Context: an optimization exercise on an open-source flow, tuned for small area, a short achievable clock period and few clock cycles. The choices shown serve that exercise and are no tape-out recipe.
RTL that was checked went through simulation tests only; none was proved equivalent to the original.
Power is estimated from default activity; no workload was simulated.

Setup of run C:
Design xcpu, start of the top module:
module xcpu (
    input  logic        clk,
    input  logic        rst,         
    input  logic        start,
    output logic        busy,
    output logic        mem_req,
    output logic        mem_we,
    output logic [7:0]  mem_addr,
    output logic [31:0] mem_wdata,
    input  logic        mem_ready,
    input  logic [31:0] mem_rdata,
    output logic        out_valid,
    output logic [31:0] out_data,
    input  logic        out_ready,
    input  logic [3:0]  dbg_sel,
    output logic [31:0] dbg_data,
    output logic [7:0]  flags
);
Size in the first run: about 3700 cells after synthesis, ~580 flip-flops, about 160 I/O pins, ~36000 um2 of cells after synthesis.
==> flow/config.mk <==
export PLATFORM = sky130hd
export DESIGN_NAME = xcpu
export DESIGN_NICKNAME = xcpu
export VERILOG_FILES = /design/flow/design.v
export SDC_FILE = /design/flow/constraint.sdc
export NUM_CORES = 4
export LEC_CHECK = 0
export CAP_MARGIN = 30
export CORE_MARGIN = 2
export CORE_UTILIZATION = 35
export PLACE_DENSITY = 0.5
export SETUP_SLACK_MARGIN = 4
export SLEW_MARGIN = 30
==> flow/constraint.sdc <==
create_clock -name core_clock -period 10.0 [get_ports {clk}]
set_input_delay 2.0000 -clock core_clock [delete_from_list [all_inputs] [get_ports {clk}]]
set_output_delay 2.0000 -clock core_clock [all_outputs]
set_load 0.01 [all_outputs]
standard.sh (not shown) runs the stock make flow with config.mk's settings and CLKGATE_MAP_FILE= SYNTH_SCRIPT=/design/flow/synth_recipe.tcl, a recipe that flattens the netlist after the stock synthesis.
==> flow/flow/run.sh <==
#!/bin/bash
# The standard layout (standard.sh), with two changes to how it builds:
# the port buffers are buf_1 cells, and the clock tree uses clkbuf_4/8
# cells without dummy loads.
set -euo pipefail
export BUFFER_PORTS_ARGS="-buffer_cell sky130_fd_sc_hd__buf_1"
export CTS_ARGS="-sink_clustering_enable -repair_clock_nets -buf_list {sky130_fd_sc_hd__clkbuf_4 sky130_fd_sc_hd__clkbuf_8} -dont_use_dummy_load"
bash standard.sh > make_flow.log 2>&1
Run C: no failed stages, no open violations at the end
Testbench counts of run C, summed over its fixed seeds: cycles 36,233.
Setup changes, run C to run E
--- a/flow/design.v
+++ b/flow/design.v
@@ -64,30 +64,17 @@
     logic t_eq, t_lt;          
     assign t_eq = (tmp == rda);
     assign t_lt = ($signed(tmp) < $signed(rda));
     logic exec;                
     assign exec = pend && (state == S_OPC || state == S_EXEC);
     logic [3:0]  idx_a, ia_q, ia_n;
     logic        idle;         
     logic [31:0] rda;
-    assign idx_a = ia_q;
-    always_comb begin
-        case (dbg_sel)
-            4'd8:    dbg_data = xp;
-            4'd9:    dbg_data = {24'd0, ip};
-            4'd10:   dbg_data = sp;
-            4'd11:   dbg_data = rp;
-            4'd12:   dbg_data = expr;
-            4'd13:   dbg_data = eip;
-            4'd14:   dbg_data = intid;
-            4'd15:   dbg_data = 32'd0;
-            default: dbg_data = gr[dbg_sel[2:0]];
-        endcase
-    end
+    assign idx_a = idle ? dbg_sel : ia_q;
     always_comb begin
         case (idx_a)
             4'd8:    rda = xp;
             4'd9:    rda = {24'd0, ip};
             4'd10:   rda = sp;
             4'd11:   rda = rp;
             4'd12:   rda = expr;
             4'd13:   rda = eip;
@@ -140,19 +127,16 @@
     assign d_valid = ld_st ? dvalid : (op == OP_POP) ? sp1_valid : sp_valid;
     typedef enum logic [2:0] { P_IDLE, P_CHAR, P_CONV, P_SKIP, P_EMIT } pmode_t;
     pmode_t      pmode;
     logic [39:0] prr;
     logic        psign;        
     localparam int CW = (BPC == 1) ? 5 : (BPC == 2) ? 4 : (BPC == 4) ? 3 : 2;
     logic [CW-1:0] pcnt;
     logic [3:0]  pdig;
-    logic r0_lt8, r0_lt16;
-    assign r0_lt8  = (rda[31:8] == 24'd0) || (rda[31:8] == 24'hFF_FFFF && rda[7:0] != 8'd0);
-    assign r0_lt16 = (rda[31:16] == 16'd0) || (rda[31:16] == 16'hFFFF && rda[15:0] != 16'd0);
     logic p_free;              
     assign p_free = (pmode == P_IDLE) || (pmode == P_CHAR && out_ready) ||
                     (pmode == P_EMIT && !psign && pdig == 4'd0 && out_ready);
     logic [39:0] dd_step [BPC+1];
     always_comb begin
         dd_step[0] = prr;
         for (int s = 0; s < BPC; s++) begin
             logic [39:0] adj;
@@ -199,16 +183,17 @@
                 mem_req  = dvalid;
                 mem_addr = daddr;
             end
             default: ;
         endcase
     end
     assign busy  = (state != S_IDLE) || (pmode != P_IDLE);
     assign flags = {f_invaddr, 1'b0, f_less, f_greater, f_equal, f_zero, f_exc, f_halt};
+    assign dbg_data = rda;
     typedef enum logic [2:0] { X_KEEP, X_INC, X_WB, X_RP, X_EXP, X_EIP, X_ZERO } xsrc_t;
     state_t      nstate;
     logic        gw;               
     logic [31:0] wb;
     xsrc_t       xp_src;
     logic        ip_we;            
     logic        run_init;         
     logic        rp_call;          
@@ -415,29 +400,16 @@
             default: nstate = S_IDLE;
         endcase
         if (set_exc && state != S_OPC) begin
             eip_ip = 1'b1;
             xp_src = X_EXP;
             nstate = S_OPC;
         end
         if (run_init) xp_src = X_ZERO;
-        gw       = (exec && pkind != K_TEST && ra != IP) ||
-                   (state == S_OP2 && xp_valid && mem_ready && op == OP_SET && ra != IP) ||
-                   (state == S_DMEM && d_valid && mem_ready &&
-                    (op == OP_LOAD || op == OP_POP) && ra != IP);
-        intid_ld = state == S_OP1 && xp_valid && mem_ready && op == OP_INT;
-        exp_set  = state == S_OP1 && xp_valid && mem_ready && op == OP_SETTRAP;
-        rp_call  = state == S_OP1 && xp_valid && mem_ready && op == OP_CALL;
-        ip_we    = state == S_OPC && (mem_ready || !xp_valid);
-        op_ld    = state == S_OPC && mem_ready;
-        ra_ld    = state == S_OP1 && mem_ready;
-        rb_ld    = state == S_OP2 && mem_ready;
-        sptr_ld  = state == S_OP1 && op == OP_INT;
-        sptr_inc = state == S_PSTR && dvalid && mem_ready && p_free;
     end
     logic [31:0] wbz;          
     assign wbz = rst ? 32'd0 : wb;
     logic [31:0] xp_d;
     always_comb begin
         case (xp_src)
             X_INC:   xp_d = xp_inc;
             X_RP:    xp_d = rp;
@@ -563,20 +535,20 @@
                 default: ;
             endcase
             if (pj_chr) begin
                 pmode <= P_CHAR;
                 prr   <= {wb, 8'd0};
             end else if (pj_int) begin
                 pmode <= P_CONV;
                 psign <= rda[31];
-                if (r0_lt8) begin
+                if (wb[31:8] == 24'd0) begin
                     prr  <= {wb[7:0], 32'd0};
                     pcnt <= CW'(24 / BPC);
-                end else if (r0_lt16) begin
+                end else if (wb[31:16] == 16'd0) begin
                     prr  <= {wb[15:0], 24'd0};
                     pcnt <= CW'(16 / BPC);
                 end else begin
                     prr  <= {wb, 8'd0};
                     pcnt <= '0;
                 end
             end
         end
--- outcome ---
Going from run C to run E, count of non-filler cells in the finished layout rose 146, total power fell 31%, worst hold slack fell 29 ps, depth of the critical timing path with buffers and inverters included rose 8, placement-stage worst setup slack fell 1250 ps. Relative to run C, multiplexer share of the synthesized area has decreased by 8.9 points in run E. For wire length on met3, dividing the value from run C by the value from run E gives 0.77. Logic gate share of total power, run E and run C: larger value in run C. Run E has less setup slack than run C. Run E: routing usage on met3 is 3.3 points higher than what run C reported.
Only the layout flow was run in run E; the RTL was not checked for function there.

========
Another version of the RTL of xcpu (not shown whole).
For scale: about 3800 cells after synthesis, about 34000 um2 of cells after synthesis.
Settings: LEC_CHECK=0, CAP_MARGIN=30, CORE_MARGIN=2, CORE_UTILIZATION=35, PLACE_DENSITY=0.5, SETUP_SLACK_MARGIN=4, SLEW_MARGIN=30; clock period 10.0 ns.
Scripts as last shown in full above: flow/flow/run.sh
Testbench counts at the start, summed over its fixed seeds: cycles 36,233.
Change:
--- a/flow/design.v
+++ b/flow/design.v
@@ -60,25 +60,38 @@
     endfunction
     function automatic logic valid_reg(input logic [31:0] k);
         valid_reg = (k[31:4] == 28'd0) && (k[3:0] <= 4'd13);
     endfunction
     logic t_eq, t_lt;          
     assign t_eq = (tmp == rda);
     assign t_lt = ($signed(tmp) < $signed(rda));
     logic exec;                
     assign exec = pend && (state == S_OPC || state == S_EXEC);
     logic [3:0]  idx_a, ia_q, ia_n;
     logic        idle;         
     logic [31:0] rda;
-    assign idx_a = idle ? dbg_sel : ia_q;
+    assign idx_a = ia_q;
+    always_comb begin
+        case (dbg_sel)
+            4'd8:    dbg_data = xp;
+            4'd9:    dbg_data = {24'd0, ip};
+            4'd10:   dbg_data = sp;
+            4'd11:   dbg_data = rp;
+            4'd12:   dbg_data = expr;
+            4'd13:   dbg_data = eip;
+            4'd14:   dbg_data = intid;
+            4'd15:   dbg_data = 32'd0;
+            default: dbg_data = gr[dbg_sel[2:0]];
+        endcase
+    end
     always_comb begin
         case (idx_a)
             4'd8:    rda = xp;
             4'd9:    rda = {24'd0, ip};
             4'd10:   rda = sp;
             4'd11:   rda = rp;
             4'd12:   rda = expr;
             4'd13:   rda = eip;
             4'd14:   rda = intid;
             4'd15:   rda = 32'd0;
             default: rda = gr[idx_a[2:0]];
         endcase
@@ -129,24 +142,28 @@
     pmode_t      pmode;
     logic [39:0] prr;
     logic        psign;        
     localparam int CW = (BPC == 1) ? 5 : (BPC == 2) ? 4 : (BPC == 4) ? 3 : 2;
     logic [CW-1:0] pcnt;
     logic [3:0]  pdig;
     logic r0_lt8, r0_lt16;
     assign r0_lt8  = (rda[31:8] == 24'd0) || (rda[31:8] == 24'hFF_FFFF && rda[7:0] != 8'd0);
     assign r0_lt16 = (rda[31:16] == 16'd0) || (rda[31:16] == 16'hFFFF && rda[15:0] != 16'd0);
     logic p_free;              
     assign p_free = (pmode == P_IDLE) || (pmode == P_CHAR && out_ready) ||
                     (pmode == P_EMIT && !psign && pdig == 4'd0 && out_ready);
+    logic p_ld, p_ld_chr;
+    assign p_ld     = p_free && ((state == S_OP1 && op == OP_INT) || state == S_SVCW ||
+                                 (state == S_PSTR && dvalid && mem_ready));
+    assign p_ld_chr = (state == S_OP1) ? mem_rdata[0] : (state == S_SVCW) ? intid[0] : 1'b1;
     logic [39:0] dd_step [BPC+1];
     always_comb begin
         dd_step[0] = prr;
         for (int s = 0; s < BPC; s++) begin
             logic [39:0] adj;
             for (int d = 0; d < 10; d++)
                 adj[4*d +: 4] = ((7'(pcnt) * 7'(BPC) + 7'(s + 4) >= 7'(4 * d)) && dd_step[s][4*d +: 4] >= 4'd5)
                                 ? dd_step[s][4*d +: 4] + 4'd3 : dd_step[s][4*d +: 4];
             dd_step[s+1] = {adj[38:0], adj[39]};
         end
     end
     logic [3:0] msd;           
@@ -182,25 +199,24 @@
                 mem_we   = (op == OP_STORE) || (op == OP_PUSH);
                 mem_addr = ld_st ? daddr : (op == OP_POP) ? sp[7:0] + 8'd1 : sp[7:0];
             end
             S_PSTR: begin
                 mem_req  = dvalid;
                 mem_addr = daddr;
             end
             default: ;
         endcase
     end
     assign busy  = (state != S_IDLE) || (pmode != P_IDLE);
     assign flags = {f_invaddr, 1'b0, f_less, f_greater, f_equal, f_zero, f_exc, f_halt};
-    assign dbg_data = rda;
     typedef enum logic [2:0] { X_KEEP, X_INC, X_WB, X_RP, X_EXP, X_EIP, X_ZERO } xsrc_t;
     state_t      nstate;
     logic        gw;               
     logic [31:0] wb;
     xsrc_t       xp_src;
     logic        ip_we;            
     logic        run_init;         
     logic        rp_call;          
     logic        exp_set;          
     logic        eip_ip, eip_xp;   
     logic        set_exc, set_inv, clr_exc, set_halt;
     logic        op_ld, ra_ld, rb_ld, ra_sp, intid_ld;
@@ -541,32 +557,28 @@
                     pmode <= P_EMIT;
                 end
                 P_EMIT: begin
                     if (psign) begin
                         if (out_ready) psign <= 1'b0;
                     end else if (out_ready) begin
                         if (pdig == 4'd0) pmode <= P_IDLE;
                         else              pdig  <= pdig - 4'd1;
                     end
                 end
                 default: ;
             endcase
+            if (p_ld) begin
+                if (p_ld_chr)     prr <= {wb, 8'd0};
+                else if (r0_lt8)  prr <= {wb[7:0], 32'd0};
+                else if (r0_lt16) prr <= {wb[15:0], 24'd0};
+                else              prr <= {wb, 8'd0};
+            end
             if (pj_chr) begin
                 pmode <= P_CHAR;
-                prr   <= {wb, 8'd0};
             end else if (pj_int) begin
                 pmode <= P_CONV;
                 psign <= rda[31];
-                if (r0_lt8) begin
-                    prr  <= {wb[7:0], 32'd0};
-                    pcnt <= CW'(24 / BPC);
-                end else if (r0_lt16) begin
-                    prr  <= {wb[15:0], 24'd0};
-                    pcnt <= CW'(16 / BPC);
-                end else begin
-                    prr  <= {wb, 8'd0};
-                    pcnt <= '0;
-                end
+                pcnt  <= r0_lt8 ? CW'(24 / BPC) : r0_lt16 ? CW'(16 / BPC) : '0;
             end
         end
     end
 endmodule
Result: The new run ran to the end with no violations; die area climbs by about 5%; clock-buffer cell count went up by 3; utilization goes down by 0.61 points; wire length climbs by about 3%; clock power rose by about 2%; cell count drops by about 0.5%; fmax grows by about 1%; cell area went up by about 2.7%; worst hold slack gets better by 0.020 ns; via count hardly moves; critical path depth does not change; power went up by 66%; clock skew goes down by 0.0053 ns; setup slack improved by 0.061 ns.
Testbench counts after the change, summed over its fixed seeds: cycles 36,233.

========
xcpu, a different RTL version from the one above (not shown whole).
Size in the first run: ~580 flip-flops, about 160 I/O pins.
==> flow/config.mk <==
export PLATFORM = sky130hd
export DESIGN_NAME = xcpu
export DESIGN_NICKNAME = xcpu
export VERILOG_FILES = /design/flow/design.v
export SDC_FILE = /design/flow/constraint.sdc
export NUM_CORES = 4
export LEC_CHECK = 0
export CAP_MARGIN = 30
export CORE_MARGIN = 2
export CORE_UTILIZATION = 35
export PLACE_DENSITY = 0.5
export SETUP_SLACK_MARGIN = 4
export SLEW_MARGIN = 30
==> flow/constraint.sdc <==
create_clock -name core_clock -period 10.0 [get_ports {clk}]
set_input_delay 2.0000 -clock core_clock [delete_from_list [all_inputs] [get_ports {clk}]]
set_output_delay 2.0000 -clock core_clock [all_outputs]
set_load 0.01 [all_outputs]
Scripts as last shown in full above: flow/flow/run.sh
Change:
--- a/flow/design.v
+++ b/flow/design.v
@@ -125,27 +125,27 @@
     logic ld_st, d_valid;
     assign ld_st   = (op == OP_LOAD) || (op == OP_STORE);
     assign d_valid = ld_st ? dvalid : (op == OP_POP) ? sp1_valid : sp_valid;
     typedef enum logic [2:0] { P_IDLE, P_CHAR, P_CONV, P_SKIP, P_EMIT } pmode_t;
     pmode_t      pmode;
     logic [39:0] prr;
     logic        psign;        
-    localparam int CW = $clog2(32 / BPC);
+    localparam int CW = (BPC == 1) ? 5 : (BPC == 2) ? 4 : (BPC == 4) ? 3 : 2;
     logic [CW-1:0] pcnt;
     logic [3:0]  pdig;
     logic p_free;              
     assign p_free = (pmode == P_IDLE) || (pmode == P_CHAR && out_ready) ||
                     (pmode == P_EMIT && !psign && pdig == 4'd0 && out_ready);
     logic [39:0] dd_step [BPC+1];
     always_comb begin
         dd_step[0] = prr;
         for (int s = 0; s < BPC; s++) begin
             logic [39:0] adj;
             for (int d = 0; d < 10; d++)
-                adj[4*d +: 4] = ((int'(pcnt) * BPC + s >= 4 * d - 4) && dd_step[s][4*d +: 4] >= 4'd5)
+                adj[4*d +: 4] = ((7'(pcnt) * 7'(BPC) + 7'(s + 4) >= 7'(4 * d)) && dd_step[s][4*d +: 4] >= 4'd5)
                                 ? dd_step[s][4*d +: 4] + 4'd3 : dd_step[s][4*d +: 4];
             dd_step[s+1] = {adj[38:0], adj[39]};
         end
     end
     logic [3:0] msd;           
     always_comb begin
         msd = 4'd0;
- worst hold slack improved by 0.017 ns
- cell area went up by 6.5%
- count of clock-buffer cells in the layout shrinks by 6
- combinational power went up by 30%
- area after synthesis went up by 6.4%
- synthesized cell count increases by 8.8%
- power went up by 6.2%
- global-route usage rises by 0.75 points
- setup slack improved by 0.039 ns
- clock power falls by about 3%
- fmax is higher by 0.64%
Testbench counts after the change, summed over its fixed seeds: cycles 35,918.
Function not checked in the first run of this note: the RTL went through the layout flow alone.

========
xcpu with an RTL version that a note above also has.
For scale: about 3700 cells after synthesis, ~580 flip-flops, roughly 160 I/O pins.
export LEC_CHECK = 0
export CAP_MARGIN = 30
export CORE_MARGIN = 2
export CORE_UTILIZATION = 35
export PLACE_DENSITY = 0.5
export SETUP_SLACK_MARGIN = 4.5
export SLEW_MARGIN = 30
create_clock -name core_clock -period 10.0 [get_ports {clk}]
Scripts as last shown in full above: flow/flow/run.sh
The starting point completed without violations.
Testbench counts at the start, summed over its fixed seeds: cycles 36,233.
Then changed:
--- a/flow/design.v
+++ b/flow/design.v
@@ -66,26 +66,13 @@
     assign t_lt = ($signed(tmp) < $signed(rda));
     logic exec;                
     assign exec = pend && (state == S_OPC || state == S_EXEC);
     logic [3:0]  idx_a, ia_q, ia_n;
     logic        idle;         
     logic [31:0] rda;
-    assign idx_a = ia_q;
-    always_comb begin
-        case (dbg_sel)
-            4'd8:    dbg_data = xp;
-            4'd9:    dbg_data = {24'd0, ip};
-            4'd10:   dbg_data = sp;
-            4'd11:   dbg_data = rp;
-            4'd12:   dbg_data = expr;
-            4'd13:   dbg_data = eip;
-            4'd14:   dbg_data = intid;
-            4'd15:   dbg_data = 32'd0;
-            default: dbg_data = gr[dbg_sel[2:0]];
-        endcase
-    end
+    assign idx_a = idle ? dbg_sel : ia_q;
     always_comb begin
         case (idx_a)
             4'd8:    rda = xp;
             4'd9:    rda = {24'd0, ip};
             4'd10:   rda = sp;
             4'd11:   rda = rp;
@@ -142,15 +129,12 @@
     pmode_t      pmode;
     logic [39:0] prr;
     logic        psign;        
     localparam int CW = (BPC == 1) ? 5 : (BPC == 2) ? 4 : (BPC == 4) ? 3 : 2;
     logic [CW-1:0] pcnt;
     logic [3:0]  pdig;
-    logic r0_lt8, r0_lt16;
-    assign r0_lt8  = (rda[31:8] == 24'd0) || (rda[31:8] == 24'hFF_FFFF && rda[7:0] != 8'd0);
-    assign r0_lt16 = (rda[31:16] == 16'd0) || (rda[31:16] == 16'hFFFF && rda[15:0] != 16'd0);
     logic p_free;              
     assign p_free = (pmode == P_IDLE) || (pmode == P_CHAR && out_ready) ||
                     (pmode == P_EMIT && !psign && pdig == 4'd0 && out_ready);
     logic [39:0] dd_step [BPC+1];
     always_comb begin
         dd_step[0] = prr;
@@ -201,12 +185,13 @@
             end
             default: ;
         endcase
     end
     assign busy  = (state != S_IDLE) || (pmode != P_IDLE);
     assign flags = {f_invaddr, 1'b0, f_less, f_greater, f_equal, f_zero, f_exc, f_halt};
+    assign dbg_data = rda;
     typedef enum logic [2:0] { X_KEEP, X_INC, X_WB, X_RP, X_EXP, X_EIP, X_ZERO } xsrc_t;
     state_t      nstate;
     logic        gw;               
     logic [31:0] wb;
     xsrc_t       xp_src;
     logic        ip_we;            
@@ -565,16 +550,16 @@
             if (pj_chr) begin
                 pmode <= P_CHAR;
                 prr   <= {wb, 8'd0};
             end else if (pj_int) begin
                 pmode <= P_CONV;
                 psign <= rda[31];
-                if (r0_lt8) begin
+                if (wb[31:8] == 24'd0) begin
                     prr  <= {wb[7:0], 32'd0};
                     pcnt <= CW'(24 / BPC);
-                end else if (r0_lt16) begin
+                end else if (wb[31:16] == 16'd0) begin
                     prr  <= {wb[15:0], 24'd0};
                     pcnt <= CW'(16 / BPC);
                 end else begin
                     prr  <= {wb, 8'd0};
                     pcnt <= '0;
                 end
Result: The new run finished clean. Cell area rises by about 2.3%. First-iteration DRC count rose by 4.4%. Worst setup slack gets worse by 600 ps. Sequential power falls by 13%. Wire length is higher by about 6%. Synthesized cell count grows by 1.8%. Area after synthesis drops by about 6%. Hold slack got worse by 32 ps. Critical path depth climbs by 6.
Only the layout flow was run in the second run of this note; the RTL was not checked for function there.

==> separate check: timing with driven ports <==
The results above use ideal ports. As a check the final layouts listed here were re-extracted and re-timed, cells and wires unchanged. Step 1 sets driving cells, clkbuf_16 on the clock port and buf_2 on the other inputs (assumed; they add their load-dependent delay and slew). Step 2 also shifts input and output timing later by t, the mid clock arrival at the registers, as if the neighbouring blocks saw the same clock. Slacks: no drivers / after step 1 / after step 2; pairs: no drivers / after step 1.
run	t (ns)	setup WS [ns]	worst setup path after step 2
run C	0.802	4.026 / 4.011 / 3.463	input to register
run E	0.797	3.735 / 3.663 / 2.865	input to register
the first run of note 2	0.783	3.908 / 3.759 / 3.014	input to register
the second run of note 2	0.834	3.969 / 3.886 / 3.431	input to register
the first run of note 3	0.779	3.904 / 3.762 / 3.263	input to register
the second run of note 3	0.796	3.942 / 3.773 / 3.157	input to register
the first run of note 4	0.819	4.164 / 4.109 / 3.847	input to register
the second run of note 4	0.810	3.568 / 3.576 / 2.766	input to register
After both steps every run listed still meets setup and hold. For the first run of note 2, which loses most, drivers alone change the setup slack by -0.149 ns; drivers and shift together by -0.894 ns.
